This design comes from an exercise in tuning for small area on the open sky130 flow, not from production work.
At most, simulation tests tie the RTL to the original design; equivalence was not proved.
No functional check of the RTL was part of run 5.
Power figures rest on the tool's default switching activity, not on a simulated workload.

===== design/flow/config.mk =====
export PLATFORM = sky130hd
export DESIGN_NAME = pfe
export DESIGN_NICKNAME = pfe
export VERILOG_FILES = /design/flow/design.v
export SDC_FILE = /design/flow/constraint.sdc
export NUM_CORES = 4
export LEC_CHECK = 0
export CAP_MARGIN = 20
export CORE_MARGIN = 2
export CORE_UTILIZATION = 85
export SLEW_MARGIN = 20

===== design/flow/constraint.sdc =====
create_clock -name core_clock -period 17.0 [get_ports {clk}]
set_input_delay 3.4000 -clock core_clock [delete_from_list [all_inputs] [get_ports {clk}]]
set_output_delay 3.4000 -clock core_clock [all_outputs]
set_load 0.01 [all_outputs]

===== design/flow/design.v =====
module pfe (
    input  wire        clk,
    input  wire        rst,
    input  wire        cmd_valid,
    output wire        cmd_ready,
    input  wire [63:0] cmd,
    output reg         rsp_valid,
    output wire [63:0] rsp,
    output wire        mem_en,
    output wire        mem_we,
    output wire [11:0] mem_addr,
    output wire [7:0]  mem_wdata,
    input  wire [7:0]  mem_rdata
);
    localparam [3:0] OP_NOP = 4'h0, OP_SIZE = 4'h1, OP_START = 4'h2, OP_CONVERT = 4'h3,
                     OP_ENCODE = 4'h4, OP_ENDROW = 4'h5, OP_FINISH = 4'h6, OP_ABORT = 4'h7,
                     OP_RDREG = 4'h8, OP_RDBUF = 4'h9;
    localparam [1:0] ST_IDLE = 2'd0, ST_ACTIVE = 2'd1, ST_DONE = 2'd2, ST_ERROR = 2'd3;
    localparam [3:0] S_IDLE = 4'd0, S_MA = 4'd1, S_MB = 4'd2, S_CM = 4'd3, S_MT = 4'd4,
                     S_TR = 4'd5, S_DV0 = 4'd6, S_DV = 4'd7, S_EN = 4'd8, S_EW = 4'd9,
                     S_ER = 4'd10, S_SR1 = 4'd11, S_SR2 = 4'd12, S_RB = 4'd13, S_RD = 4'd14;
    localparam [2:0] RC_OK = 3'd0, RC_FAULT = 3'd7;
    reg  [3:0] ph;
    wire p0  = (ph == 4'd0);
    wire p1  = (ph == 4'd1);
    wire p15 = (ph == 4'd15);
    reg [15:0] WIDTH, HEIGHT, FRAMES, TROWS, SIZE, CUR, COL, ROW;
    reg [15:0] tW, tH, tF;     
    reg [1:0]  FMT, TMODE;
    reg        INV, LE, DITHER;
    reg [1:0]  STATE;
    reg [2:0]  ERRCLASS;
    reg [7:0]  ERRINFO;
    reg        WARN, ALPHASRC;
    reg        Z;              
    reg [3:0]  seq;
    reg        stm;            
    reg [5:0]  cnt;
    reg        d1, d2, cy;     
    reg [2:0]  code;
    reg [3:0]  rsel;           
    reg [6:0]  tcfg;           
    reg [49:0] P;
    reg        fl;             
    reg        ca, cb;         
    reg        zs;
    reg        s_rt, s_cw, s_cs, s_cz;
    wire idle = (seq == S_IDLE);
    assign cmd_ready = idle & p15;
    wire acc = idle & p15 & cmd_valid;
    wire fault_rsp = (code == RC_FAULT);
    assign rsp = {fault_rsp, (code != RC_OK) & ~fault_rsp,
                  fault_rsp ? {ERRCLASS, ERRINFO} : {8'd0, code},
                  1'b0, P};
    wire e_rt = s_rt & (ROW[0] == TROWS[0]);
    wire e_cw = s_cw & (COL[0] == WIDTH[0]);
    wire e_cs = s_cs & (CUR[0] == SIZE[0]);
    wire e_cz = s_cz & ~COL[0];
    always @(posedge clk) begin
        ph   <= rst ? 4'd0 : ph + 4'd1;
        s_rt <= (p0 | s_rt) & (ROW[0] == TROWS[0]);
        s_cw <= (p0 | s_cw) & (COL[0] == WIDTH[0]);
        s_cs <= (p0 | s_cs) & (CUR[0] == SIZE[0]);
        s_cz <= (p0 | s_cz) & ~COL[0];
    end
    wire [3:0]  op      = cmd[63:60];
    wire [15:0] c_w     = cmd[47:32];
    wire [15:0] c_h     = cmd[31:16];
    wire [15:0] c_f     = cmd[15:0];
    reg illegal;
    always @(*) begin
        case (op)
            OP_NOP, OP_ENDROW, OP_FINISH: illegal = (cmd[59:0] != 60'd0);
            OP_SIZE:    illegal = (cmd[55:48] != 8'd0) || (cmd[57:56] == 2'd3);
            OP_START:   illegal = (cmd[52:48] != 5'd0) || (cmd[57:56] == 2'd3);
            OP_CONVERT: illegal = (cmd[59:1] != 59'd0);
            OP_ENCODE:  illegal = (cmd[59:32] != 28'd0);
            OP_ABORT, OP_RDREG: illegal = (cmd[59:8] != 52'd0);
            OP_RDBUF:   illegal = (cmd[59:50] != 10'd0);
            default:    illegal = 1'b1;
        endcase
    end
    wire c_zero = (c_w == 16'd0) || (c_h == 16'd0) || (c_f == 16'd0);
    reg [2:0] legal_err;
    always @(*) begin
        if (cmd[59:58] == 2'd0 && cmd[57:56] == 2'd2)                    legal_err = 3'd1;
        else if (cmd[55] && cmd[59:58] != 2'd0 && cmd[57:56] != 2'd2)    legal_err = 3'd2;
        else if (cmd[54] && cmd[59:58] != 2'd2)                          legal_err = 3'd3;
        else                                                             legal_err = 3'd0;
    end
    wire active = (STATE == ST_ACTIVE);
    wire bin    = (FMT == 2'd0);
    wire [1:0] layout = bin ? 2'd0 : (FMT == 2'd1) ? 2'd1 : 2'd2;
    wire [10:0] errw = {ERRCLASS, ERRINFO};
    wire [6:0]  cfgw = {DITHER, LE, INV, TMODE, FMT};
    reg sbit;
    always @(*) begin
        case (rsel)
            4'd0:  sbit = (ph[3:1] == 3'd0) & STATE[ph[0]];
            4'd1:  sbit = (ph < 4'd11) & errw[ph];
            4'd2:  sbit = (ph[3:1] == 3'd0) & (ph[0] ? ALPHASRC : WARN);
            4'd3:  sbit = (ph < 4'd7) & cfgw[ph[2:0]];
            4'd4:  sbit = WIDTH[0];
            4'd5:  sbit = HEIGHT[0];
            4'd6:  sbit = FRAMES[0];
            4'd7:  sbit = TROWS[0];
            4'd8:  sbit = SIZE[0];
            4'd9:  sbit = CUR[0];
            4'd10: sbit = bin & (ph < 4'd3) & COL[0];
            4'd11: sbit = COL[0];
            4'd12: sbit = ROW[0];
            default: sbit = (ph[3:1] == 3'd0) & layout[ph[0]];
        endcase
        if (Z && rsel[3:1] != 3'd0) sbit = 1'b0;
    end
    wire [1:0] t_fmt = tcfg[6:5];
    wire [1:0] t_tm  = tcfg[4:3];
    wire in_ma = (seq == S_MA);
    wire k1 = !in_ma || t_fmt[1] == 1'b0 || (t_fmt == 2'd2 && t_tm == 2'd2)
                     || (t_fmt == 2'd3 && t_tm != 2'd2);
    wire k2 = in_ma && ((t_fmt == 2'd2) || (t_fmt == 2'd3 && t_tm != 2'd2));
    wire k4 = in_ma && (t_fmt == 2'd3 && t_tm == 2'd2);
    wire f_bit = ~cnt[4] & tF[cnt[3:0]];
    wire s1 = k1 & f_bit;
    wire s2 = k2 & d1;
    wire s4 = k4 & d2;
    wire x_str = s1 ^ s2 ^ s4 ^ cy;
    wire [15:0] rbw = (t_fmt == 2'd0) ? ({3'd0, tW[15:3]} + {15'd0, tW[2:0] != 3'd0}) : tW;
    wire step_a = p0 && (in_ma || seq == S_MT);
    wire step_b = p0 && (seq == S_MB);
    wire in_sr1 = (seq == S_SR1);
    wire [17:0] madd = step_b ? (P[0] ? {rbw, 2'b00} : 18'd0)
                              : ((step_a & x_str) ? {2'b00, tH} : 18'd0);
    wire [18:0] sum = {1'b0, P[49:32]} + {1'b0, madd} + {18'd0, in_sr1 & sbit};
    wire shift = step_a || step_b || seq == S_CM || seq == S_TR || in_sr1 || seq == S_SR2;
    wire size_big = (P[49:13] != 37'd0) || (P[12] && P[11:0] != 12'd0);
    wire [7:0] pr = tH[15:8], pg = tH[7:0], pb = tF[15:8], pa = tF[7:0];
    wire [7:0] a_out = INV ? ~pa : pa;
    wire       bb = tF[0] ^ INV;
    wire       ck = (TMODE == 2'd1);
    wire       am = (TMODE == 2'd2);
    reg [7:0] g_v;
    always @(*) begin
        g_v = pb;
        if (ck) begin
            if (g_v == 8'h01)  g_v = 8'h00;
            if (pa != 8'hFF)   g_v = 8'h01;
        end
        if (INV) g_v = ~g_v;
        if (am && pa != 8'hFF) g_v = pa;
    end
    reg [4:0] q_r, q_b;
    reg [5:0] q_g;
    always @(*) begin
        q_r = pr[7:3]; q_g = pg[7:2]; q_b = pb[7:3];
        if (ck) begin
            if (!pa[7]) begin
                q_r = 5'd0; q_g = 6'd1; q_b = 5'd0;
            end else if (q_r == 5'd0 && q_g == 6'd1 && q_b == 5'd0) begin
                q_g = 6'd0;
            end
        end
    end
    wire [15:0] v565 = {q_r, q_g, q_b};
    reg [7:0] r8, g8, b8;
    always @(*) begin
        r8 = pr; g8 = pg; b8 = pb;
        if (ck) begin
            if (!pa[7]) begin
                r8 = 8'd0; g8 = 8'd1; b8 = 8'd0;
            end else if (r8 == 8'd0 && g8 == 8'd1 && b8 == 8'd0) begin
                g8 = 8'd0;
            end
        end
    end
    wire [1:0] j = cnt[1:0];
    reg [7:0] wbyte;
    reg       wlast;
    always @(*) begin
        case (FMT)
            2'd1: begin wbyte = g_v; wlast = 1'b1; end
            2'd2: begin
                case (j)
                    2'd0:    wbyte = LE ? v565[7:0] : v565[15:8];
                    2'd1:    wbyte = LE ? v565[15:8] : v565[7:0];
                    default: wbyte = a_out;
                endcase
                wlast = (j == {am, ~am});
            end
            default: begin
                case (j)
                    2'd0:    wbyte = r8;
                    2'd1:    wbyte = g8;
                    2'd2:    wbyte = b8;
                    default: wbyte = a_out;
                endcase
                wlast = (j == {1'b1, am});
            end
        endcase
    end
    wire in_en = (seq == S_EN);
    wire in_ew = (seq == S_EW);
    wire in_er = (seq == S_ER);
    wire in_rd = (seq == S_RD);
    wire in_cm = (seq == S_CM);
    wire bit0  = (COL[2:0] == 3'd0);           
    wire [7:0] mask = 8'h80 >> COL[2:0];       
    assign mem_en    = p0 && ((in_en && (!bin || bit0 || bb)) || in_ew || in_rd);
    assign mem_we    = p0 && ((in_en && (!bin || bit0)) || in_ew);
    assign mem_addr  = in_rd ? tF[11:0] : CUR[11:0];
    assign mem_wdata = in_ew ? (P[7:0] | mask) : bin ? {bb, 7'd0} : wbyte;
    wire rmw_now = bin && !bit0 && bb;         
    reg ca_init, cb_init;
    always @(*) begin
        ca_init = 1'b0;
        cb_init = 1'b0;
        if (in_en) begin
            if (bin) begin
                ca_init = !rmw_now && (COL[2:0] == 3'd7);
                cb_init = !rmw_now;
            end else begin
                ca_init = 1'b1;
                cb_init = wlast;
            end
        end else if (in_ew) begin
            ca_init = (COL[2:0] == 3'd7);
            cb_init = 1'b1;
        end else if (in_er) begin
            ca_init = bin && !bit0;
            cb_init = 1'b1;
        end
    end
    wire ca_in = p0 ? ca_init : ca;
    wire cb_in = p0 ? cb_init : cb;
    wire inc_pass = in_en || in_ew || in_er;
    wire bw_in = ~p0 & cb;
    wire dv_d  = tW[0] ^ HEIGHT[0] ^ bw_in;
    wire dv_bo = (~tW[0] & HEIGHT[0]) | (~(tW[0] ^ HEIGHT[0]) & bw_in);
    wire zs_in = p0 | zs;
    wire lt_in = ~p0 & ca;
    wire lt_o  = (~tF[0] & SIZE[0]) | (~(tF[0] ^ SIZE[0]) & lt_in);
    always @(posedge clk) begin
        WIDTH  <= {in_cm ? tW[0] : WIDTH[0],  WIDTH[15:1]};
        HEIGHT <= {in_cm ? tH[0] : HEIGHT[0], HEIGHT[15:1]};
        FRAMES <= {in_cm ? tF[0] : FRAMES[0], FRAMES[15:1]};
        SIZE   <= {in_cm ? P[0]  : SIZE[0],   SIZE[15:1]};
        TROWS  <= {(seq == S_TR) ? P[0] : TROWS[0], TROWS[15:1]};
        CUR    <= {~in_cm & (CUR[0] ^ (inc_pass & ca_in)), CUR[15:1]};
        COL    <= {~in_cm & ~in_er & (COL[0] ^ ((in_en | in_ew) & cb_in)), COL[15:1]};
        ROW    <= {~in_cm & (ROW[0] ^ (in_er & cb_in)), ROW[15:1]};
        if (acc) begin
            tW <= c_w;
            tH <= c_h;
            tF <= c_f;
        end else begin
            tW <= {(seq == S_DV0) ? ROW[0] : (seq == S_DV) ? dv_d : tW[0], tW[15:1]};
            tH <= {tH[0], tH[15:1]};
            tF <= {tF[0], tF[15:1]};
        end
    end
    task automatic refuse(input [2:0] reason);
        begin
            code      <= reason;
            rsp_valid <= 1'b1;
        end
    endtask
    task automatic fault(input [2:0] cls, input [7:0] info);
        begin
            STATE     <= ST_ERROR;
            ERRCLASS  <= cls;
            ERRINFO   <= info;
            code      <= RC_FAULT;
            rsp_valid <= 1'b1;
        end
    endtask
    task automatic respond_ok;
        begin
            code      <= RC_OK;
            rsp_valid <= 1'b1;
        end
    endtask
    always @(posedge clk) begin
        rsp_valid <= 1'b0;
        ca <= inc_pass ? (CUR[0] & ca_in) : lt_o;
        cb <= in_er ? (ROW[0] & cb_in) : (in_en | in_ew) ? (COL[0] & cb_in) : dv_bo;
        zs <= zs_in & ~tW[0];
        if (shift) P <= {sum, P[31:1]};
        if (step_a) begin
            d1  <= f_bit;
            d2  <= d1;
            cy  <= (s1 & s2) | (cy & (s1 | s2));
        end
        if (step_a || step_b) cnt <= cnt + 6'd1;
        case (seq)
            S_IDLE: begin
                cnt <= 6'd0;
                d1  <= 1'b0;
                d2  <= 1'b0;
                cy  <= 1'b0;
                if (acc) begin
                    tcfg <= cmd[59:53];
                    P    <= 50'd0;
                    code <= RC_OK;
                    rsel <= 4'd9;
                    if (illegal) begin
                        refuse(3'd1);
                    end else begin
                        case (op)
                            OP_NOP: respond_ok;
                            OP_SIZE: begin
                                if (c_zero) refuse(3'd5);
                                else begin
                                    stm <= 1'b0;
                                    seq <= S_MA;
                                end
                            end
                            OP_START: begin
                                if (active)                  refuse(3'd2);
                                else if (c_zero)             fault(3'd1, 8'd4);
                                else if (legal_err != 3'd0)  fault(3'd1, {5'd0, legal_err});
                                else begin
                                    stm <= 1'b1;
                                    seq <= S_MA;
                                end
                            end
                            OP_CONVERT: begin
                                if (!active)               refuse(3'd2);
                                else if (!e_cz || e_rt)    fault(3'd4, 8'd5);
                                else                       seq <= S_DV0;
                            end
                            OP_ENCODE: begin
                                if (!active)   refuse(3'd2);
                                else if (e_rt) fault(3'd4, 8'd3);
                                else if (e_cw) fault(3'd4, 8'd1);
                                else           seq <= S_EN;
                            end
                            OP_ENDROW: begin
                                if (!active)    refuse(3'd2);
                                else if (!e_cw) fault(3'd4, 8'd2);
                                else            seq <= S_ER;
                            end
                            OP_FINISH: begin
                                if (!active)                refuse(3'd2);
                                else if (!e_rt || !e_cz)    fault(3'd4, 8'd4);
                                else if (!e_cs)             fault(3'd2, 8'd1);
                                else begin
                                    STATE <= ST_DONE;
                                    seq   <= S_SR1;
                                end
                            end
                            OP_ABORT: begin
                                if (!active) refuse(3'd2);
                                else         fault(3'd3, cmd[7:0]);
                            end
                            OP_RDREG: begin
                                if (cmd[7:0] > 8'd13) refuse(3'd4);
                                else begin
                                    rsel <= cmd[3:0];
                                    seq  <= S_SR1;
                                end
                            end
                            default: begin  
                                if (STATE != ST_DONE)         refuse(3'd2);
                                else if (cmd[49:16] != 34'd0) refuse(3'd3);
                                else                          seq <= S_RB;
                            end
                        endcase
                    end
                end
            end
            S_MA, S_MT: begin
                if (p15 && cnt == 6'd32) begin
                    cnt <= 6'd0;
                    seq <= (seq == S_MA) ? S_MB : S_TR;
                end
            end
            S_MB: begin
                if (p15 && cnt == 6'd34) begin
                    if (!stm) begin
                        respond_ok;
                        seq <= S_IDLE;
                    end else if (size_big) begin
                        P   <= 50'd0;
                        fault(3'd2, 8'd2);
                        seq <= S_IDLE;
                    end else begin
                        seq <= S_CM;
                    end
                end
            end
            S_CM: begin
                if (p15) begin
                    FMT <= t_fmt; TMODE <= t_tm; INV <= tcfg[2]; LE <= tcfg[1];
                    DITHER <= tcfg[0];
                    WARN <= 1'b0; ALPHASRC <= 1'b0;
                    ERRCLASS <= 3'd0; ERRINFO <= 8'd0;
                    STATE <= ST_ACTIVE;
                    Z   <= 1'b0;
                    P   <= 50'd0;
                    cnt <= 6'd0;
                    d1  <= 1'b0;
                    d2  <= 1'b0;
                    cy  <= 1'b0;
                    seq <= S_MT;
                end
            end
            S_TR: begin
                if (p15) begin
                    P    <= 50'd0;
                    rsel <= 4'd8;
                    seq  <= S_SR1;
                end
            end
            S_DV0: if (p15) seq <= S_DV;
            S_DV: begin
                if (p15 && dv_bo) begin
                    if (zs_in & ~tW[0]) begin
                        ALPHASRC <= tF[1] && FMT[1] == 1'b0;
                        if (FMT == 2'd1 && tF[1]) begin
                            WARN  <= 1'b1;
                            TMODE <= 2'd2;
                        end
                        rsel <= 4'd13;
                        seq  <= S_SR1;
                    end else begin
                        fault(3'd4, 8'd5);
                        seq <= S_IDLE;
                    end
                end
            end
            S_EN: begin
                if (p0) fl <= rmw_now;
                if (p1 && fl) P[7:0] <= mem_rdata;
                if (p15) begin
                    if (bin) seq <= fl ? S_EW : S_SR1;
                    else if (wlast) seq <= S_SR1;
                    else cnt <= cnt + 6'd1;
                end
            end
            S_EW, S_ER: if (p15) seq <= S_SR1;
            S_SR1: if (p15) seq <= S_SR2;
            S_SR2: begin
                if (p15) begin
                    respond_ok;
                    seq <= S_IDLE;
                end
            end
            S_RB: begin
                if (p15) begin
                    if (lt_o) seq <= S_RD;
                    else begin
                        refuse(3'd3);
                        seq <= S_IDLE;
                    end
                end
            end
            S_RD: begin
                if (p1) begin
                    P[7:0] <= mem_rdata;
                    respond_ok;
                    seq <= S_IDLE;
                end
            end
            default: seq <= S_IDLE;
        endcase
        if (rst) begin
            seq       <= S_IDLE;
            rsp_valid <= 1'b0;
            STATE     <= ST_IDLE;
            ERRCLASS  <= 3'd0;
            ERRINFO   <= 8'd0;
            Z         <= 1'b1;
        end
    end
endmodule

===== design/flow/run.sh =====
#!/bin/bash
# synth_recipe.tcl (not shown) runs the flow's synth.tcl, then flattens the netlist and writes it again
# the make line also repeats each setting of config.mk as NAME=value (left out here)
make -C /OpenROAD-flow-scripts/flow DESIGN_CONFIG=/design/flow/config.mk WORK_HOME=/design/flow/orfs CLKGATE_MAP_FILE= SYNTH_SCRIPT=/design/flow/synth_recipe.tcl finish

==> metrics.csv, run 1 <==
stage,metric,value,unit
status,outcome,did not finish,
status,Fail Step,global placement,
status,Run Error,[ERROR GPL-0301] Utilization 107.751 % exceeds 100%.,
logic_synthesis,"Distinct cells, synth",84,
logic_synthesis,asr flop ratio synth,0,%
logic_synthesis,synth warn,1,
logic_synthesis,Cells after Synth,1666,
logic_synthesis,post-synth top area cell,dfxtp_1,
logic_synthesis,Post-Syn Area,0.0140,mm²
floorplanning,Die W,132,µm
logic_synthesis,Synth top area share,37.8,%
place,PortBufs,161,
logic_synthesis,syn nets,1778,
logic_synthesis,Synth Flop Type,dfxtp_1,
floorplanning,floorplan row count,46,
logic_synthesis,Post-synth EDFFs,25,
logic_synthesis,most frequent cell after synthesis,nand2_1,
logic_synthesis,Synth Area per Inst,8.42,µm²
floorplanning,Ports,163,
logic_synthesis,number of synthesized register bits,290,
logic_synthesis,sequential-to-total area share from yosys stat,43.2,%
logic_synthesis,synth top area cells,"dfxtp_1 38%, nand2_1 9.3%, edfxtp_1 5.4%, a21oi_1 4.4%, o21ai_0 3.5%",
floorplanning,Die Y,132,µm
logic_synthesis,Post-synth top cells,"348 x nand2_1, 265 x dfxtp_1, 122 x a21oi_1",
floorplanning,Starting Density,87.6,%
==> logic make-up after synthesis <==
kind of cell             Yosys count  share of synthesized area [%]
other                              1                         0.0267
AO/OA/AOI/OAI                    429                           20.4
flip-flops                       290                           43.2
adder cells (fa/ha/maj)           37                           3.46
multiplexers                      35                           3.30
XOR/XNOR                          50                           3.12
buffers and inverters            137                           3.80
AND/OR/NAND/NOR                  687                           22.7
==> run 2: changes to the inputs <==
--- a/design/flow/config.mk
+++ b/design/flow/config.mk
@@ -7,4 +7,6 @@
 export LEC_CHECK = 0
 export CAP_MARGIN = 20
+export CELL_PAD_IN_SITES_DETAIL_PLACEMENT = 0
+export CELL_PAD_IN_SITES_GLOBAL_PLACEMENT = 0
 export CORE_MARGIN = 2
 export CORE_UTILIZATION = 85
==> run 2 against run 1 <==
  * Synthesized cell count unchanged
  * The run again fails in global placement
  * Area after synthesis unchanged
==> metrics.csv, run 2 <==
stage,metric,value,unit,change
status,Run Error,[ERROR GPL-0301] Utilization 107.751 % exceeds 100%.,,unchanged
logic_synthesis,Synth Flop Type,dfxtp_1,,unchanged
floorplanning,Starting Density,87.6,%,unchanged
logic_synthesis,Post-synth top cells,"348 x nand2_1, 265 x dfxtp_1, 122 x a21oi_1",,unchanged
floorplanning,Ports,163,,unchanged
floorplanning,Die W,132,µm,unchanged
logic_synthesis,synth warn,1,,unchanged
logic_synthesis,number of synthesized register bits,290,,unchanged
logic_synthesis,Post-Syn Area,0.0140,mm²,unchanged
logic_synthesis,Post-synth EDFFs,25,,unchanged
status,outcome,did not finish,,unchanged
logic_synthesis,Synth Area per Inst,8.42,µm²,unchanged
logic_synthesis,Synth top area share,37.8,%,unchanged
logic_synthesis,synth top area cells,"dfxtp_1 38%, nand2_1 9.3%, edfxtp_1 5.4%, a21oi_1 4.4%, o21ai_0 3.5%",,unchanged
floorplanning,floorplan row count,46,,unchanged
floorplanning,Die Y,132,µm,unchanged
logic_synthesis,syn nets,1778,,unchanged
logic_synthesis,"Distinct cells, synth",84,,unchanged
logic_synthesis,most frequent cell after synthesis,nand2_1,,unchanged
logic_synthesis,sequential-to-total area share from yosys stat,43.2,%,unchanged
logic_synthesis,post-synth top area cell,dfxtp_1,,unchanged
place,PortBufs,161,,unchanged
logic_synthesis,Cells after Synth,1666,,unchanged
status,Fail Step,global placement,,unchanged
logic_synthesis,asr flop ratio synth,0,%,unchanged
## run 2: cell counts after synthesis
Identical to the previous run, type by type.
## run 2: cell families after synthesis
kind of cell               share of synthesized area (%)
AOI/OAI and AO/OA                                   20.4
xor gates and xnor gates                            3.12
adders and majority gates                           3.46
buffers and inverters                               3.80
DFF                                                 43.2
muxes                                               3.30
other                                             0.0267
and+or+nand+nor                                     22.7
==> run 3: changes to the inputs <==
==> design/flow/config.mk (replaced) <==
export PLATFORM = sky130hd
export DESIGN_NAME = pfe
export DESIGN_NICKNAME = pfe
export VERILOG_FILES = /design/flow/design.v
export SDC_FILE = /design/flow/constraint.sdc
export NUM_CORES = 4
export LEC_CHECK = 0
export CAP_MARGIN = 20
export CORE_MARGIN = 2
export CORE_UTILIZATION = 70
export SLEW_MARGIN = 20
==> run 3 against run 2 <==
  * Now clean on timing, DRC and antenna
  * Area after synthesis unchanged
  * Synthesized cell count unchanged
==> metrics.csv, run 3 <==
stage,metric,value,unit,change
power_and_ir_drop,P_leak,6.47,nW,
global_route,first-pass GRT wire length,78300,µm,
logic_synthesis,Cells after Synth,1666,,unchanged
worst_setup_path,reg-to-reg endpoint,P[43],,
sta,Post-Route Skew,0.0283,ns,
power_and_ir_drop,Gate power share,4.6,%,
worst_setup_path,crit-path cells,"nor2b_1, nand2b_1, nand2_1, nor2_1, a221oi_1, a2111oi_0, a211oi_1, a21oi_1, clkdlybuf4s50_1",,
floorplanning,core box area,0.0196,mm²,
sta,Max Slew Vio Count,0,,
worst_setup_path,CP max FO,11,,
logic_synthesis,Synth Flop Type,dfxtp_1,,unchanged
route,drt first pass iters,10,,
logic_synthesis,post-synth top area cell,dfxtp_1,,unchanged
floorplanning,die area,0.0212,mm²,
clocking,Post CTS Setup Buffer Count,0,,
logic_synthesis,Post-Syn Area,0.0140,mm²,unchanged
clocking,post_cts resized,0,,
power_and_ir_drop,Seq pwr share,48.6,%,
worst_hold_path,min-delay worst type,reg2reg,,
global_route,vias in the first global route,14071,,
global_route,initial antenna violation count,1,,
floorplanning,Starting Density,71.6,%,was 87.6%
sta,Setup TNS Final,0,ns,
final_layout,"commonest non-fill, non-tap cell in the layout",nand2_1,,
worst_setup_path,crit path DAT,4.03,ns,
worst_setup_path,Crit Reg-Reg Startpoint,seq[0],,
floorplanning,Ports,163,,unchanged
sta,FMAX,0.135,GHz,
logic_synthesis,most frequent cell after synthesis,nand2_1,,unchanged
logic_synthesis,synth warn,1,,unchanged
clocking,root buffer cell,clkbuf_16,,
final_layout,P&R area growth vs syn,19.2,%,
worst_setup_path,Setup crit end kind,output port,,
worst_setup_path,critical path type,reg2out,,
logic_synthesis,Synth top area share,37.8,%,unchanged
sta,endpoints failing setup,0,,
worst_setup_path,CP required,13.60,ns,
power_and_ir_drop,"Power, Total",0.00143,W,
sta,min Tclk post-route,7.43,ns,
worst_hold_path,WHS Path Cells,0,,
clocking,H-tree Lvls,1,,
place,DP Wirelength,32800,µm,
power_and_ir_drop,highest ir drop seen on vdd,0.0000817,V,
floorplanning,Die Y,146,µm,was 132 µm
sta,Worst Tran Pin Value,1.15,ns,
clocking,Max clock buf depth,3,,
route,Vias,14643,,
final_layout,fill count,1006,,
worst_setup_path,critical path's slowest cell,a2111oi_0,,
worst_hold_path,worst hold endpoint,HEIGHT[0],,
global_route,largest net degree at the start of global routing,50,,
route,DRC Markers,0,,
sta,"Hold Violations, Final",0,,
final_layout,Top reg by flops,P,,
floorplanning,Die W,146,µm,was 132 µm
floorplanning,floorplan row count,51,,was 46
worst_setup_path,R2R Setup Slk,10.89,ns,
power_and_ir_drop,NetSw,0.000333,W,
power_and_ir_drop,PwrDens,85.4,mW/mm²,
route,final wirelength,50900,µm,
clocking,cts hold-fix bufs,0,,
place,PortBufs,161,,unchanged
sta,Slew headroom,22.5,%,
logic_synthesis,synth top area cells,"dfxtp_1 38%, nand2_1 9.3%, edfxtp_1 5.4%, a21oi_1 4.4%, o21ai_0 3.5%",,unchanged
final_layout,most frequent cells in the layout,"348 x nand2_1, 265 x dfxtp_1, 161 x clkdlybuf4s50_1",,
logic_synthesis,syn nets,1778,,unchanged
global_route,GRT Total Usage,46.5,%,
status,outcome,timing/DRC/antenna clean,,was did not finish
logic_synthesis,"Distinct cells, synth",84,,unchanged
route,Antenna Violating Nets Remaining,0,,
route,drt wl/cell,24.7,µm,
final_layout,nets,1884,,
route,DR iter-0 viols,2752,,
place,Routability Congestion,1.04,,
logic_synthesis,number of synthesized register bits,290,,unchanged
final_layout,max reg flops,50,,
logic_synthesis,Post-synth EDFFs,25,,unchanged
power_and_ir_drop,Internal,0.00109,W,
route,Vias/cell,7.11,,
power_and_ir_drop,Switching Fraction,23.3,%,
sta,RSZ-0062 raised after global routing,no,,
global_route,grt ovf,0,,
worst_setup_path,CP startpoint kind,flop,,
worst_setup_path,Reg2Reg Depth,20,,
clocking,CTS sink count,290,,
worst_hold_path,Hold Path Origin,HEIGHT[1],,
run,maxcap violations,0,,
clocking,clock slew seen by the registers of the worst setup and hold paths,0.07,ns,
clocking,Clock Latency Late Sink,0.57,ns,
clocking,TritonCTS buffer count,28,,
logic_synthesis,Synth Area per Inst,8.42,µm²,unchanged
worst_setup_path,crit-path max cell delay,0.89,ns,
sta,final cycle utilization of the critical path,43.7,%,
power_and_ir_drop,Clock power frac,46.9,%,
clocking,CTS tree,built,,
logic_synthesis,Post-synth top cells,"348 x nand2_1, 265 x dfxtp_1, 122 x a21oi_1",,unchanged
logic_synthesis,sequential-to-total area share from yosys stat,43.2,%,unchanged
final_layout,layout cells sized above 1,6.30,%,
logic_synthesis,asr flop ratio synth,0,%,unchanged
## run 3: cell counts after synthesis
No cell type changed its count.
## run 3: kinds of logic after synthesis
group,share of synthesized area (%)
AND/OR/NAND/NOR,22.7
flip-flops,43.2
buffers and inverters,3.80
AO/OA/AOI/OAI,20.4
adder cells (fa/ha/maj),3.46
multiplexers,3.30
other,0.0267
XOR/XNOR,3.12
## run 3: power groups by stage
stage / Sequential (W) / Clock, W / Combinational [W]
after floorplan: 0.000706 / 0 / 0.0000312
after global placement: 0.000708 / 0 / 0.0000599
after detailed placement: 0.000709 / 0 / 0.0000608
after CTS: 0.000693 / 0.000661 / 0.0000625
after global routing: 0.000693 / 0.000689 / 0.0000688
final: 0.000693 / 0.000669 / 0.0000655
## run 3: area by class of cell
cell class	instances	area (µm²)	share of cell area (%)
diodes	2	5.00	0.0299
clock buffers	36	823	4.92
multi-input cells	1239	7480	44.7
repair buffers	177	1730	10.4
flip-flops and latches	290	6060	36.2
clock inverters	15	160	0.958
well taps	265	332	1.98
inverters	36	135	0.808
## run 3: metrics by stage
stage | util (%) | area [µm²] | instances | setup WS, ns | hold slack (ns)
2_1_floorplan | - | 14000 | 1666 | 11.00 | 0.310
3_3_place_gp | 80.2 | 15700 | 2007 | 9.77 | 0.311
3_5_place_dp | 80.2 | 15700 | 2007 | 9.58 | 0.312
4_1_cts | 85.3 | 16700 | 2058 | 9.82 | 0.312
5_1_grt | 85.3 | 16700 | 2058 | 9.51 | 0.325
6_report | 85.3 | 16700 | 2060 | 9.57 | 0.313
## run 3: worst max-delay path by stage
| stage | start | endpoint | slack [ns] | cells past startpoint |
|---|---|---|---|---|
| global route | TMODE[0] | mem_wdata[7] | 9.51 | 9 |
| CTS | cnt[0] | mem_wdata[7] | 9.82 | 10 |
| global placement | cmd[62] | ERRINFO[4] | 9.77 | 9 |
| finish | TMODE[0] | mem_wdata[7] | 9.57 | 9 |
| detailed placement | cmd[62] | STATE[1] | 9.58 | 9 |
| floorplan | cmd[54] | rsel[3] | 11.00 | 7 |
## run 3: per-layer routing
metal  global-route usage (%)  wire length, µm
met4                     29.8             4360
met5                        0                0
met3                     14.0             7100
met2                     71.6            22000
met1                     57.1            17500
## run 3: worst max-delay path: cells and delay by family (launching register included)
kind	cells	cell delay (ns)
AO/OA/AOI/OAI	4	1.43
AND/OR/NAND/NOR	4	1.03
buffers and inverters	1	0.56
flip-flops	1	0.43
==> run 4: changes to the inputs <==
==> design/flow/flow/run.sh (new file) <==
#!/bin/bash
# Layout flow: the standard ORFS flow, with the port buffers made of the
# smallest buffer cell. Each make run's full output goes to its own log here.
set -euo pipefail
export BUFFER_PORTS_ARGS="-buffer_cell sky130_fd_sc_hd__buf_1"
bash standard.sh synth > log_synth.txt 2>&1
bash standard.sh finish > log_finish.txt 2>&1
==> design/flow/standard.sh (new file) <==
#!/bin/bash
# synth_recipe.tcl (not shown) runs the flow's synth.tcl, then flattens the netlist and writes it again
# the make line also repeats each setting of config.mk as NAME=value (left out here)
make -C /OpenROAD-flow-scripts/flow DESIGN_CONFIG=/design/flow/config.mk WORK_HOME=/design/flow/orfs CLKGATE_MAP_FILE= SYNTH_SCRIPT=/design/flow/synth_recipe.tcl "${@:-finish}"
removed: design/flow/run.sh
==> run 4 against run 3 <==
  * Area after synthesis did not move
  * Synthesized cell count did not move
  * Combinational power fell by 18%
  * First-iteration DRC count fell by 31%
  * Sequential cell count did not move
  * Worst hold slack got worse by 0.012 ns
  * Critical path depth rose by 1
  * Register-to-register slack improved by 0.24 ns
  * Die area did not move
  * Worst setup slack improved by 0.61 ns
  * Clock-buffer cell count fell by 1
  * Clock power fell by 7.8%
  * Critical endpoint unchanged
  * Largest cell class unchanged
  * Highest routed layer unchanged
==> metrics.csv, run 4 <==
stage,metric,value,unit,change
status,outcome,timing/DRC/antenna clean,,unchanged
final_layout,Top reg by flops,P,,unchanged
route,Vias/cell,6.73,,was 7.11
clocking,post_cts resized,0,,unchanged
power_and_ir_drop,highest ir drop seen on vdd,0.0000999,V,was 0.0000817 V
final_layout,layout cells sized above 1,6.40,%,was 6.30%
logic_synthesis,asr flop ratio synth,0,%,unchanged
route,DRC Markers,0,,unchanged
logic_synthesis,Cells after Synth,1666,,unchanged
floorplanning,Ports,163,,unchanged
floorplanning,core box area,0.0196,mm²,unchanged
global_route,grt ovf,0,,unchanged
floorplanning,Die W,146,µm,unchanged
sta,"Hold Violations, Final",0,,unchanged
place,DP Wirelength,31100,µm,was 32800 µm
clocking,CTS tree,built,,unchanged
sta,Max Slew Vio Count,0,,unchanged
worst_hold_path,WHS Path Cells,0,,unchanged
worst_setup_path,Setup crit end kind,output port,,unchanged
final_layout,P&R area growth vs syn,11.8,%,was 19.2%
clocking,root buffer cell,clkbuf_16,,unchanged
clocking,CTS sink count,290,,unchanged
final_layout,final std cells w/o fill,2062,,was 2060
worst_setup_path,crit path DAT,3.42,ns,was 4.03 ns
worst_hold_path,min-delay worst type,reg2reg,,unchanged
place,placed instance count,2010,,was 2007
route,final wirelength,44600,µm,was 50900 µm
route,drt first pass iters,8,,was 10
global_route,largest net degree at the start of global routing,50,,unchanged
route,DR iter-0 viols,1904,,was 2752
place,PortBufs,161,,unchanged
worst_hold_path,Hold Path Origin,TROWS[3],,was HEIGHT[1]
worst_setup_path,Crit Reg-Reg Startpoint,seq[0],,unchanged
global_route,first-pass GRT wire length,68900,µm,was 78300 µm
floorplanning,floorplan row count,51,,unchanged
worst_setup_path,critical path's top delay family,simple AND/OR/NAND/NOR gates,,was compound AO/OA/AOI/OAI gates
logic_synthesis,Synth Flop Type,dfxtp_1,,unchanged
final_layout,most frequent cells in the layout,"348 x nand2_1, 265 x dfxtp_1, 161 x buf_1",,"was 348 x nand2_1, 265 x dfxtp_1, 161 x clkdlybuf4s50_1"
worst_setup_path,Buf/Inv on CP,2,,was 1
route,Vias,13872,,was 14643
power_and_ir_drop,P_leak,5.99,nW,was 6.47 nW
final_layout,"commonest non-fill, non-tap cell in the layout",nand2_1,,unchanged
worst_setup_path,R2R Setup Slk,11.13,ns,was 10.89 ns
logic_synthesis,Post-synth EDFFs,25,,unchanged
run,maxcap violations,0,,unchanged
clocking,cts hold-fix bufs,0,,unchanged
route,drt wl/cell,21.6,µm,was 24.7 µm
sta,Post-Route Skew,0.0359,ns,was 0.0283 ns
worst_setup_path,crit-path cells,"inv_1, ha_1, or2_2, o21ai_0, nand2_1, o221ai_1, a21oi_1, or3b_2, a21oi_1, buf_1",,"was nor2b_1, nand2b_1, nand2_1, nor2_1, a221oi_1, a2111oi_0, a211oi_1, a21oi_1, clkdlybuf4s50_1"
worst_setup_path,critical path's slowest cell,dfxtp_1,,was a2111oi_0
logic_synthesis,Synth top area share,37.8,%,unchanged
logic_synthesis,post-synth top area cell,dfxtp_1,,unchanged
sta,Worst Tran Pin Value,1.27,ns,was 1.15 ns
route,Antenna Violating Nets Remaining,0,,unchanged
logic_synthesis,Post-Syn Area,0.0140,mm²,unchanged
worst_setup_path,reg-to-reg endpoint,P[43],,unchanged
sta,endpoints failing setup,0,,unchanged
sta,Slew headroom,14.8,%,was 22.5%
worst_setup_path,CP required,13.60,ns,about the same
logic_synthesis,Post-synth top cells,"348 x nand2_1, 265 x dfxtp_1, 122 x a21oi_1",,unchanged
sta,min Tclk post-route,6.82,ns,was 7.43 ns
clocking,Max clock buf depth,3,,unchanged
global_route,GRT Total Usage,40.3,%,was 46.5%
floorplanning,Die Y,146,µm,unchanged
final_layout,ANT cells,0,,was 2
logic_synthesis,synth warn,1,,unchanged
logic_synthesis,sequential-to-total area share from yosys stat,43.2,%,unchanged
final_layout,nets,1887,,was 1884
logic_synthesis,syn nets,1778,,unchanged
sta,RSZ-0062 raised after global routing,no,,unchanged
worst_setup_path,CP startpoint kind,flop,,unchanged
final_layout,design area,0.0157,mm²,was 0.0167 mm²
final_layout,Seq. cell area,0.00606,mm²,unchanged
sta,final cycle utilization of the critical path,40.1,%,was 43.7%
floorplanning,die area,0.0212,mm²,unchanged
logic_synthesis,most frequent cell after synthesis,nand2_1,,unchanged
global_route,vias in the first global route,12824,,was 14071
worst_hold_path,worst hold endpoint,TROWS[2],,was HEIGHT[0]
worst_setup_path,CP max FO,15,,was 11
sta,Setup TNS Final,0,ns,unchanged
sta,FMAX,0.147,GHz,was 0.135 GHz
logic_synthesis,synth top area cells,"dfxtp_1 38%, nand2_1 9.3%, edfxtp_1 5.4%, a21oi_1 4.4%, o21ai_0 3.5%",,unchanged
floorplanning,Starting Density,71.6,%,unchanged
global_route,initial antenna violation count,0,,was 1
final_layout,fill count,1267,,was 1006
final_layout,footprint of the multi-input gates,0.00749,mm²,was 0.00748 mm²
clocking,Post CTS Setup Buffer Count,0,,unchanged
clocking,TritonCTS buffer count,28,,unchanged
clocking,clock slew seen by the registers of the worst setup and hold paths,0.07,ns,about the same
clocking,Clock Latency Late Sink,0.57,ns,about the same
logic_synthesis,number of synthesized register bits,290,,unchanged
worst_setup_path,crit-path max cell delay,0.61,ns,was 0.89 ns
place,Routability Congestion,1.01,,was 1.04
place,Placed Area,0.0147,mm²,was 0.0157 mm²
clocking,H-tree Lvls,1,,unchanged
logic_synthesis,Synth Area per Inst,8.42,µm²,unchanged
worst_setup_path,CP most frequent cell,a21oi_1,,
worst_setup_path,critical path type,reg2out,,unchanged
logic_synthesis,"Distinct cells, synth",84,,unchanged
final_layout,max reg flops,50,,unchanged
power_and_ir_drop,PwrDens,87.1,mW/mm²,was 85.4 mW/mm²
worst_setup_path,Reg2Reg Depth,20,,unchanged
## run 4: cell count changes in the layout (fill, tap and decap cells not counted), sizes merged
cell	change
clkdlybuf4s50	-161
inv	-1
bufinv	-1
clkinvlp	+4
clkbuf	-1
diode	-2
buf	+164
## run 4: stage by stage
stage | power [W] | hold slack (ns) | setup slack [ns] | utilization, %
global placement | 0.000758 | 0.311 | 10.08 | 75.2
CTS | 0.00136 | 0.310 | 10.24 | 79.9
floorplan | 0.000737 | 0.310 | 11.00 | -
finish | 0.00136 | 0.301 | 10.18 | 80.0
global route | 0.00139 | 0.307 | 9.96 | 80.0
detailed placement | 0.000759 | 0.312 | 9.89 | 75.2
## run 4: where the power goes
part / total [W] / internal [W] / switching, W
Clock: 0.000617 / 0.000336 / 0.000281
Combinational: 0.0000536 / 0.0000179 / 0.0000357
Sequential: 0.000694 / 0.000689 / 0.00000425
Total: 0.00136 / 0.00104 / 0.000321
## run 4: worst reg2reg max path, cell delays in order (launching register included)
cell and delay (ns):
dfxtp_1 0.32, buf_4 0.39, clkinv_1 0.45, nor2_1 0.30, and3_1 0.24, nand3_1 0.15, ha_1 0.33, xnor2_1 0.19
xnor2_1 0.10, nor2_1 0.65, nand2_1 0.22, o21ai_0 0.13, ha_1 0.32, a211oi_1 0.32, o21bai_1 0.14, a31oi_1 0.31
o21bai_1 0.13, a2111oi_0 0.57, nor4_1 0.11, o21a_1 0.19, o21ba_2 0.18
## run 4: layer usage
metal  vias up  track usage, %  part of all wire, %
met5         -               0                    0
met4         0            19.2                  5.4
met3       211            9.78                   12
met2      1040            61.5                   44
met1      6418            54.3                   38
li1       6203               -                    -
## run 4: how the worst max path moves through the flow
| stage | startpoint | slack [ns] | to | cells after the start |
|---|---|---|---|---|
| after floorplan | cmd[54] | 11.00 | rsel[3] | 7 |
| after global placement | cmd[62] | 10.08 | ERRINFO[4] | 9 |
| after detailed placement | cmd[62] | 9.89 | ERRINFO[3] | 9 |
| after CTS | cnt[0] | 10.24 | mem_wdata[7] | 10 |
| after global routing | cnt[0] | 9.96 | mem_wdata[7] | 10 |
| final | cnt[0] | 10.18 | mem_wdata[7] | 10 |
## run 4: cell type report
type | instances | share of cell area [%]
Multi-Input combinational cell | 1239 | 47.8
Sequential cell | 290 | 38.6
Clock buffer | 35 | 4.83
Inverter | 36 | 0.862
Timing Repair Buffer | 180 | 4.77
Tap cell | 265 | 2.12
Clock inverter | 17 | 0.982
## run 4: logic make-up (layout without fill, tap and decap cells)
family | Yosys count | in the layout | synth area share [%]
muxes | 35 | 35 | 3.30
adders and majority gates | 37 | 37 | 3.46
AOI/OAI and AO/OA | 429 | 429 | 20.4
other | 1 | 1 | 0.0267
DFF | 290 | 290 | 43.2
and+or+nand+nor | 687 | 687 | 22.7
xor gates and xnor gates | 50 | 50 | 3.12
buffers and inverters | 137 | 268 | 3.80
==> run 5: changes to the inputs <==
--- a/design/flow/design.v
+++ b/design/flow/design.v
@@ -19,5 +19,6 @@
     localparam [3:0] S_IDLE = 4'd0, S_MA = 4'd1, S_MB = 4'd2, S_CM = 4'd3, S_MT = 4'd4,
                      S_TR = 4'd5, S_DV0 = 4'd6, S_DV = 4'd7, S_EN = 4'd8, S_EW = 4'd9,
-                     S_ER = 4'd10, S_SR1 = 4'd11, S_SR2 = 4'd12, S_RB = 4'd13, S_RD = 4'd14;
+                     S_ER = 4'd10, S_SR1 = 4'd11, S_SR2 = 4'd12, S_RB = 4'd13, S_RD = 4'd14,
+                     S_EF = 4'd15;
     localparam [2:0] RC_OK = 3'd0, RC_FAULT = 3'd7;
     reg  [3:0] ph;
@@ -43,4 +44,5 @@
     reg [49:0] P;
     reg        fl;             
+    reg        fa, fb;         
     reg        ca, cb;         
     reg        zs;
@@ -133,71 +135,48 @@
                               : ((step_a & x_str) ? {2'b00, tH} : 18'd0);
     wire [18:0] sum = {1'b0, P[49:32]} + {1'b0, madd} + {18'd0, in_sr1 & sbit};
-    wire shift = step_a || step_b || seq == S_CM || seq == S_TR || in_sr1 || seq == S_SR2;
+    wire shift = step_a || step_b || seq == S_CM || seq == S_TR || in_sr1 || seq == S_SR2
+                 || ((seq == S_EF || (seq == S_EN && FMT != 2'd0)) && ph[3]);
     wire size_big = (P[49:13] != 37'd0) || (P[12] && P[11:0] != 12'd0);
-    wire [7:0] pr = tH[15:8], pg = tH[7:0], pb = tF[15:8], pa = tF[7:0];
-    wire [7:0] a_out = INV ? ~pa : pa;
     wire       bb = tF[0] ^ INV;
     wire       ck = (TMODE == 2'd1);
     wire       am = (TMODE == 2'd2);
-    reg [7:0] g_v;
-    always @(*) begin
-        g_v = pb;
-        if (ck) begin
-            if (g_v == 8'h01)  g_v = 8'h00;
-            if (pa != 8'hFF)   g_v = 8'h01;
-        end
-        if (INV) g_v = ~g_v;
-        if (am && pa != 8'hFF) g_v = pa;
-    end
-    reg [4:0] q_r, q_b;
-    reg [5:0] q_g;
-    always @(*) begin
-        q_r = pr[7:3]; q_g = pg[7:2]; q_b = pb[7:3];
-        if (ck) begin
-            if (!pa[7]) begin
-                q_r = 5'd0; q_g = 6'd1; q_b = 5'd0;
-            end else if (q_r == 5'd0 && q_g == 6'd1 && q_b == 5'd0) begin
-                q_g = 6'd0;
-            end
-        end
-    end
-    wire [15:0] v565 = {q_r, q_g, q_b};
-    reg [7:0] r8, g8, b8;
-    always @(*) begin
-        r8 = pr; g8 = pg; b8 = pb;
-        if (ck) begin
-            if (!pa[7]) begin
-                r8 = 8'd0; g8 = 8'd1; b8 = 8'd0;
-            end else if (r8 == 8'd0 && g8 == 8'd1 && b8 == 8'd0) begin
-                g8 = 8'd0;
-            end
-        end
-    end
+    wire       gray = (FMT == 2'd1);
+    wire fa_n = gray ? (tF[7:0] != 8'hFF) : (ck & ~tF[7]);
+    wire fb_n = gray ? (tF[15:8] == 8'h01)
+              : ck & ((FMT == 2'd2) ? (tH[15:11] == 5'd0 && tH[7:2] == 6'd1 && tF[15:11] == 5'd0)
+                                    : (tH == 16'h0001 && tF[15:8] == 8'd0));
+    wire [2:0] k = ph[2:0];
     wire [1:0] j = cnt[1:0];
-    reg [7:0] wbyte;
-    reg       wlast;
+    wire hi565 = ~fa & ((k < 3'd3) ? tH[13] : tH[0]);
+    wire lo565 = fa ? (k == 3'd5) : (k < 3'd5) ? tF[3] : (~fb & tH[5]);
+    wire a_bit = tF[8] ^ INV;
+    reg  fbit;
     always @(*) begin
         case (FMT)
-            2'd1: begin wbyte = g_v; wlast = 1'b1; end
+            2'd1: begin
+                if (am && fa) fbit = tF[8];
+                else fbit = INV ^ (ck ? (fa ? (k == 3'd0) : (~fb & tF[0])) : tF[0]);
+            end
             2'd2: begin
                 case (j)
-                    2'd0:    wbyte = LE ? v565[7:0] : v565[15:8];
-                    2'd1:    wbyte = LE ? v565[15:8] : v565[7:0];
-                    default: wbyte = a_out;
+                    2'd0:    fbit = LE ? lo565 : hi565;
+                    2'd1:    fbit = LE ? hi565 : lo565;
+                    default: fbit = a_bit;
                 endcase
-                wlast = (j == {am, ~am});
             end
             default: begin
                 case (j)
-                    2'd0:    wbyte = r8;
-                    2'd1:    wbyte = g8;
-                    2'd2:    wbyte = b8;
-                    default: wbyte = a_out;
+                    2'd0:    fbit = ~fa & tH[0];
+                    2'd1:    fbit = fa ? (k == 3'd0) : (~fb & tH[8]);
+                    2'd2:    fbit = ~fa & tF[0];
+                    default: fbit = a_bit;
                 endcase
-                wlast = (j == {1'b1, am});
             end
         endcase
     end
+    wire [2:0] nbytes = gray ? 3'd1 : 3'd2 + {2'd0, FMT[0]} + {2'd0, am};
     wire in_en = (seq == S_EN);
+    wire in_ef = (seq == S_EF);
+    wire fmt_sh = (in_ef || (in_en && !bin)) && ph[3];
     wire in_ew = (seq == S_EW);
     wire in_er = (seq == S_ER);
@@ -209,5 +188,5 @@
     assign mem_we    = p0 && ((in_en && (!bin || bit0)) || in_ew);
     assign mem_addr  = in_rd ? tF[11:0] : CUR[11:0];
-    assign mem_wdata = in_ew ? (P[7:0] | mask) : bin ? {bb, 7'd0} : wbyte;
+    assign mem_wdata = in_ew ? (P[7:0] | mask) : bin ? {bb, 7'd0} : P[7:0];
     wire rmw_now = bin && !bit0 && bb;         
     reg ca_init, cb_init;
@@ -221,5 +200,5 @@
             end else begin
                 ca_init = 1'b1;
-                cb_init = wlast;
+                cb_init = (cnt[2:0] + 3'd1 == nbytes);
             end
         end else if (in_ew) begin
@@ -286,4 +265,5 @@
         zs <= zs_in & ~tW[0];
         if (shift) P <= {sum, P[31:1]};
+        if (fmt_sh) P[7] <= fbit;
         if (step_a) begin
             d1  <= f_bit;
@@ -333,5 +313,5 @@
                                 else if (e_rt) fault(3'd4, 8'd3);
                                 else if (e_cw) fault(3'd4, 8'd1);
-                                else           seq <= S_EN;
+                                else           seq <= bin ? S_EN : S_EF;
                             end
                             OP_ENDROW: begin
@@ -429,11 +409,18 @@
                 end
             end
+            S_EF: begin
+                if (p0) begin
+                    fa <= fa_n;
+                    fb <= fb_n;
+                end
+                if (p15) seq <= S_EN;
+            end
             S_EN: begin
                 if (p0) fl <= rmw_now;
                 if (p1 && fl) P[7:0] <= mem_rdata;
+                if (p1 && !bin) cnt <= cnt + 6'd1;
                 if (p15) begin
                     if (bin) seq <= fl ? S_EW : S_SR1;
-                    else if (wlast) seq <= S_SR1;
-                    else cnt <= cnt + 6'd1;
+                    else if (cnt[2:0] == nbytes) seq <= S_SR1;
                 end
             end
--- a/design/flow/config.mk
+++ b/design/flow/config.mk
@@ -9,3 +9,4 @@
 export CORE_MARGIN = 2
 export CORE_UTILIZATION = 70
+export CTS_BUF_LIST = sky130_fd_sc_hd__clkbuf_4
 export SLEW_MARGIN = 20
==> run 5 against run 4 <==
  * Critical path type unchanged
  * Still clean on timing, DRC and antenna
  * First-iteration DRC count shrank 7.6%
  * Total power grew 42%
  * Clock skew grew 0.026 ns
  * Non-clock buffer count shrank 6
  * Core utilization shrank 0.65 points
==> metrics.csv, run 5 <==
stage,metric,value,unit,change
final_layout,fill count,1279,,was 1267
global_route,largest net degree at the start of global routing,56,,was 50
logic_synthesis,post-synth top area cell,dfxtp_1,,unchanged
worst_setup_path,CP startpoint kind,flop,,unchanged
final_layout,Top reg by flops,P,,unchanged
clocking,TritonCTS buffer count,72,,was 28
logic_synthesis,sequential-to-total area share from yosys stat,44.4,%,was 43.2%
clocking,CTS tree,built,,unchanged
global_route,vias in the first global route,12476,,was 12824
logic_synthesis,syn nets,1740,,was 1778
worst_setup_path,Setup crit end kind,output port,,unchanged
clocking,Max clock buf depth,3,,unchanged
final_layout,most frequent cells in the layout,"363 x nand2_1, 265 x dfxtp_1, 161 x buf_1",,"was 348 x nand2_1, 265 x dfxtp_1, 161 x buf_1"
logic_synthesis,Synth Flop Type,dfxtp_1,,unchanged
logic_synthesis,Synth top area share,38.5,%,was 37.8%
logic_synthesis,Synth Area in Adders,3.53,%,was 3.46%
run,maxcap violations,0,,unchanged
floorplanning,Die Y,144,µm,was 146 µm
logic_synthesis,Cells after Synth,1628,,was 1666
worst_setup_path,CP max FO,26,,was 15
sta,endpoints failing setup,0,,unchanged
route,Antenna Violating Nets Remaining,0,,unchanged
place,Routability Congestion,0.988,,was 1.01
sta,Slew headroom,21.5,%,was 14.8%
sta,"Hold Violations, Final",0,,unchanged
clocking,clock slew seen by the registers of the worst setup and hold paths,0.07,ns,about the same
floorplanning,core box area,0.0194,mm²,was 0.0196 mm²
sta,Worst Tran Pin Value,1.17,ns,was 1.27 ns
sta,Setup TNS Final,0,ns,unchanged
logic_synthesis,synth top area cells,"dfxtp_1 39%, nand2_1 9.9%, edfxtp_1 5.9%, a21oi_1 3.8%, ha_1 3.1%",,"was dfxtp_1 38%, nand2_1 9.3%, edfxtp_1 5.4%, a21oi_1 4.4%, o21ai_0 3.5%"
sta,Post-Route Skew,0.0622,ns,was 0.0359 ns
power_and_ir_drop,P_leak,6.18,nW,was 5.99 nW
clocking,CTS sink count,292,,was 290
floorplanning,Die W,144,µm,was 146 µm
clocking,H-tree Lvls,3,,was 1
clocking,cts hold-fix bufs,0,,unchanged
logic_synthesis,area fraction in compound gates after synthesis,17.4,%,was 20.4%
final_layout,layout cells sized above 1,9.16,%,was 6.40%
final_layout,"commonest non-fill, non-tap cell in the layout",nand2_1,,unchanged
logic_synthesis,asr flop ratio synth,0,%,unchanged
worst_setup_path,critical path's slowest cell,dfxtp_1,,unchanged
sta,RSZ-0062 raised after global routing,no,,unchanged
route,DRC Markers,0,,unchanged
logic_synthesis,Post-synth top cells,"363 x nand2_1, 265 x dfxtp_1, 104 x a21oi_1",,"was 348 x nand2_1, 265 x dfxtp_1, 122 x a21oi_1"
worst_setup_path,critical path type,reg2out,,unchanged
floorplanning,Starting Density,71.0,%,was 71.6%
sta,FMAX,0.145,GHz,was 0.147 GHz
clocking,Clock Latency Late Sink,0.73,ns,was 0.57 ns
route,drt first pass iters,9,,was 8
global_route,first-pass GRT wire length,65000,µm,was 68900 µm
clocking,root buffer cell,clkbuf_4,,was clkbuf_16
place,PortBufs,161,,unchanged
logic_synthesis,post-synthesis mux area share,4.24,%,was 3.30%
sta,min Tclk post-route,6.88,ns,was 6.82 ns
clocking,Post CTS Setup Buffer Count,0,,unchanged
logic_synthesis,Post-synth EDFFs,27,,was 25
floorplanning,die area,0.0208,mm²,was 0.0212 mm²
global_route,grt ovf,0,,unchanged
route,Vias,13506,,was 13872
final_layout,max reg flops,50,,unchanged
logic_synthesis,Post-Syn Area,0.0138,mm²,was 0.0140 mm²
route,Vias/cell,6.43,,was 6.73
status,outcome,timing/DRC/antenna clean,,unchanged
global_route,GRT Total Usage,40.7,%,was 40.3%
logic_synthesis,most frequent cell after synthesis,nand2_1,,unchanged
sta,Max Slew Vio Count,0,,unchanged
route,DR iter-0 viols,1760,,was 1904
clocking,post_cts resized,0,,unchanged
route,final wirelength,42900,µm,was 44600 µm
logic_synthesis,"Distinct cells, synth",88,,was 84
logic_synthesis,largest family of logic cells by synthesized area,simple AND/OR/NAND/NOR gates,,unchanged
global_route,most used routing layer,met2,,unchanged
logic_synthesis,XOR/XNOR Fraction of Synth Area,1.84,%,was 3.12%
power_and_ir_drop,"Power, Total",0.00194,W,was 0.00136 W
worst_setup_path,crit path DAT,3.48,ns,was 3.42 ns
logic_synthesis,number of synthesized register bits,292,,was 290
logic_synthesis,synth warn,1,,unchanged
final_layout,fin util,79.3,%,was 80.0%
place,DP Wirelength,30500,µm,was 31100 µm
global_route,met2 usage,67.0,%,was 61.5%
worst_setup_path,crit-path cells,"nor2b_1, nand2_1, and2_1, a21oi_1, o21bai_1, buf_1",,"was inv_1, ha_1, or2_2, o21ai_0, nand2_1, o221ai_1, a21oi_1, or3b_2, a21oi_1, buf_1"
worst_setup_path,CP required,13.60,ns,about the same
global_route,met3 Use GR,8.61,%,was 9.78%
power_and_ir_drop,PwrDens,126,mW/mm²,was 87.1 mW/mm²
logic_synthesis,post-synthesis simple-gate area fraction,24.8,%,was 22.7%
power_and_ir_drop,highest ir drop seen on vdd,0.000104,V,was 0.0000999 V
sta,hold slack final,0.285,ns,was 0.301 ns
global_route,initial antenna violation count,2,,was 0
route,drt wl/cell,20.4,µm,was 21.6 µm
worst_setup_path,crit-path max cell delay,0.98,ns,was 0.61 ns
worst_hold_path,min-delay worst type,reg2reg,,unchanged
floorplanning,Ports,163,,unchanged
final_layout,P&R area growth vs syn,11.8,%,about the same
floorplanning,floorplan row count,51,,unchanged
sta,final cycle utilization of the critical path,40.5,%,was 40.1%
final_layout,nets,1898,,was 1887
global_route,met1 GRT Util,49.0,%,was 54.3%
logic_synthesis,Synth Area per Inst,8.46,µm²,was 8.42 µm²
## run 5: final timing paths
path | cells past startpoint | slack [ns] | endpoint | from
hold reg to reg | 0 | 0.28 | CUR[12] | CUR[13]
hold / removal | 0 | 0.28 | CUR[12] | CUR[13]
setup reg to reg | 19 | 11.20 | P[47] | cnt[0]
setup / recovery | 6 | 10.12 | mem_en | seq[3]
## run 5: layout make-up
class / instances / area, µm² / area share, %
inverters: 43 / 161 / 1.05
repair buffers: 174 / 702 / 4.56
flip-flops and latches: 292 / 6120 / 39.7
clock inverters: 17 / 131 / 0.854
multi-input cells: 1203 / 7150 / 46.5
well taps: 265 / 332 / 2.15
diodes: 1 / 2.50 / 0.0163
clock buffers: 106 / 796 / 5.17
## run 5: per-layer routing
metal,up-vias,wire length [µm]
met4,2,2640
met3,192,4790
met5,-,17
li1,6150,-
met1,6208,15600
met2,954,19800
## run 5: stage by stage
stage	instance area [µm²]	worst slack, ns	cells
finish	15400	10.12	2101
global route	15400	10.02	2101
CTS	15400	10.28	2100
detailed placement	14500	10.64	1977
global placement	14500	10.74	1977
floorplan	13800	11.51	1628
## run 5: critical path: cells and delay by family (launching register included)
| family | cells | cell delay (ns) |
|---|---|---|
| buffers and inverters | 1 | 0.17 |
| DFF | 1 | 0.98 |
| AOI/OAI and AO/OA | 2 | 0.38 |
| and+or+nand+nor | 3 | 1.23 |
## run 5: kinds of logic after synthesis
family	count (synthesis)
muxes	45
other	1
AOI/OAI and AO/OA	365
buffers and inverters	133
DFF	292
and+or+nand+nor	726
xor gates and xnor gates	29
adders and majority gates	37
## run 5: report_power, final
part / switching, W / internal [W] / total, W
registers: 0.000110 / 0.000792 / 0.000902
logic: 0.000270 / 0.000164 / 0.000434
clock network: 0.000290 / 0.000316 / 0.000606
total: 0.000670 / 0.00127 / 0.00194

static timing again, ports no longer ideal:
The flow's constraints put no driver on any port. The routed layouts listed below were extracted and timed again, unchanged, in two steps.
Step 1, drivers: a clkbuf_16 drives clk and a buf_2 each remaining input, both assumed.
Step 2 adds t to the input delays and takes it off the output delays; t is the mean of the earliest and latest rising clock arrival at the registers after step 1. Input paths then give back, and output paths get back, about the clock's delay inside the block.
Slacks: no drivers / after step 1 / after step 2; pairs: no drivers / after step 1.
run | t (ns) | setup slack, ns | pins driven straight from the clock port
run 3 | 0.603 | 9.568 / 9.520 / 9.421 | 1
run 4 | 0.601 | 10.178 / 10.131 / 9.742 | 1
run 5 | 0.732 | 10.115 / 10.077 / 10.489 | 1
After both steps every run listed still meets setup and hold. For run 4, which loses most, drivers alone change the setup slack by -0.047 ns; drivers and shift together by -0.436 ns.
